This design comes from an exercise in tuning for a short achievable clock period and few clock cycles on the open sky130 flow, not from production work. Only simulation tests tie the RTL to the original design; equivalence was not proved.

==> ember: inputs <==
Design bvm_core, start of the top module:
module bvm_core (
    input  wire        clk,
    input  wire        rst,           
    input  wire [12:0] prog_limit,    
    input  wire [15:0] max_steps,     
    output wire        mem_req,
    output wire        mem_we,
    output wire [11:0] mem_addr,
    output wire [7:0]  mem_wdata,
    input  wire        mem_ready,
    input  wire [7:0]  mem_rdata,
    input  wire [3:0]  dbg_addr,
    output wire [7:0]  dbg_data,
    output reg  [2:0]  status,        
    output reg  [15:0] pc,
    output reg  [15:0] last_pc,
    output reg  [31:0] last_word,
    output reg  [15:0] steps,
    output reg  [16:0] fault_addr,
    output reg         dz_valid,
    output reg  [15:0] dz_pc
);
    localparam ST_RUN = 3'd0, ST_HALT = 3'd1, ST_UNK = 3'd2, ST_OOB = 3'd3, ST_CEIL = 3'd4;
    localparam K_FETCH = 1'b0, K_LOAD = 1'b1;
    localparam DIB = 5;
    localparam DTW = 10 - DIB;        
    localparam NDL = 1 << DIB;
    reg [7:0] regs [0:15];
    assign dbg_data = regs[dbg_addr];
    reg [12:0] lim;           
    reg [15:0] ms_m1;         
    reg        end_pend;      
    reg [2:0]  end_code;
    reg        rp_req, rp_kind;
    reg [11:0] rp_addr;
    reg [12:0] pf_ptr;        
    reg [3:0]  sb_mask;       
    reg [11:0] sb_addr;
    reg [7:0]  sb_v0, sb_v1;  
    reg        sb_prog;       
    reg [7:0]  cb0 [0:63];
    reg [7:0]  cb1 [0:63];
    reg [7:0]  cb2 [0:63];
    reg [7:0]  cb3 [0:63];
    reg [63:0] cv0, cv1, cv2, cv3;
    reg [3:0]  ctag [0:63];
    reg [7:0]     db0 [0:NDL-1];
    reg [7:0]     db1 [0:NDL-1];
    reg [7:0]     db2 [0:NDL-1];
    reg [7:0]     db3 [0:NDL-1];
    reg [NDL-1:0] dv0, dv1, dv2, dv3;
    reg [DTW-1:0] dtag [0:NDL-1];
    reg [1:0]  bht [0:63];
    reg        e_valid, e_after_st;
  ...
Settings: LEC_CHECK=0, ABC_CLOCK_PERIOD_IN_PS=3000, CAP_MARGIN=20, CORE_MARGIN=2, CORE_UTILIZATION=32, SLEW_MARGIN=20; clock period 14.0 ns.
standard.sh (not shown) runs the stock make flow with config.mk's settings and CLKGATE_MAP_FILE= SYNTH_SCRIPT=/design/flow/synth_recipe.tcl, a recipe that flattens the netlist after the stock synthesis.
==> flow/flow/run.sh <==
#!/bin/bash
# Standard ORFS layout (the standard.sh), with timing repair aiming below the clock
# period. The repair before placement is skipped.
set -o pipefail
bash standard.sh SETUP_SLACK_MARGIN=6.0 REMOVE_ABC_BUFFERS=1 \
    SKIP_LAST_GASP=1 finish > layout_make.log 2>&1
==> nickel: changes against ember <==
==> flow/flow/run.sh (replaced) <==
#!/bin/bash
# Standard ORFS layout (the standard.sh), with timing repair aiming below the clock
# period. The repair before placement is skipped.
set -o pipefail
bash standard.sh SETUP_SLACK_MARGIN=5.6 REMOVE_ABC_BUFFERS=1 \
    SKIP_LAST_GASP=1 finish > layout_make.log 2>&1
Settings changed: CORE_UTILIZATION 32 to 40.
==> onyx: changes against ember <==
==> flow/run.sh (new file) <==
#!/bin/bash
# synth_recipe.tcl (not shown) runs the flow's synth.tcl, then flattens the netlist and writes it again
# the make line also repeats each setting of config.mk as NAME=value (left out here)
make -C /OpenROAD-flow-scripts/flow DESIGN_CONFIG=/design/flow/config.mk WORK_HOME=/design/flow/orfs CLKGATE_MAP_FILE= SYNTH_SCRIPT=/design/flow/synth_recipe.tcl finish
Settings changed: ABC_CLOCK_PERIOD_IN_PS 3000 to 5000, CORE_UTILIZATION 32 to 55, SETUP_SLACK_MARGIN from default to 5.
removed: flow/flow/run.sh
removed: flow/standard.sh
==> flow_metrics.tcl <==
set metrics [dict create \
    fin_worst_skew_ps 107 \
    finalMaxSlewViolations 18 \
    initial_utilization 0.321 \
    final_cell_mix "edfxtp_1, nand2_1, mux2i_1, nor2_1, mux4_2" \
    violations "capacitance limit, slew limit" \
    max_slew_margin -0.0255 \
    cap_violations 3 \
    status "failed layout checks" \
]
(the above is from ember)
==> flow_metrics.tcl <==
set metrics [dict create \
    final_cell_mix "edfxtp_1, nand2_1, nor2_1, mux2i_1, mux4_2" \
    finalMaxSlewViolations 0 \
    initial_utilization 0.402 \
    seq_area_frac 0.466 \
    status "timing/DRC/antenna clean" \
    htree_levels 6 \
    cap_violations 0 \
    max_slew_margin 0.0696 \
    fin_worst_skew_ps 96.5 \
]
(the above is from nickel)
==> flow_metrics.tcl <==
set metrics [dict create \
    status "timing/DRC/antenna clean" \
    final_cell_mix "edfxtp_1, nand2_1, nor2_1, mux2i_1, mux4_2" \
    max_slew_margin 0.0760 \
    fin_worst_skew_ps 87.3 \
    finalMaxSlewViolations 0 \
]
(the above is from onyx)
Testbench counts of ember, summed over its fixed seeds: cycles 53,660.
Testbench counts of nickel, summed over its fixed seeds: cycles 53,660.
Testbench counts of onyx, summed over its fixed seeds: cycles 53,660.

-- what the ideal ports hide --
In the flow no input, the clock included, has a driving cell. The finished layouts below were timed again as built, in two steps. Step 1, drivers: a clkbuf_16 drives clk and a buf_2 each remaining input, both assumed. Step 2 moves the port delays by t, midway between the first and last clock arrival at a register: inputs arrive t later, outputs are due t later. That takes back most of the time a late clock gives input paths. Three values: ideal, step 1, step 2; two values: the first two.
run | t, ns | slack for setup (ns) | worst setup path after step 2 | pins driven straight from the clock port
ember | 1.240 | 5.031 / 5.031 / 5.031 | register to register | 1
nickel | 1.224 | 5.316 / 5.316 / 4.776 | input to register | 1
onyx | 1.203 | 4.519 / 4.519 / 4.519 | register to register | 1
For nickel, which loses most, drivers alone change the setup slack by 0.000 ns; drivers and shift together by -0.540 ns.
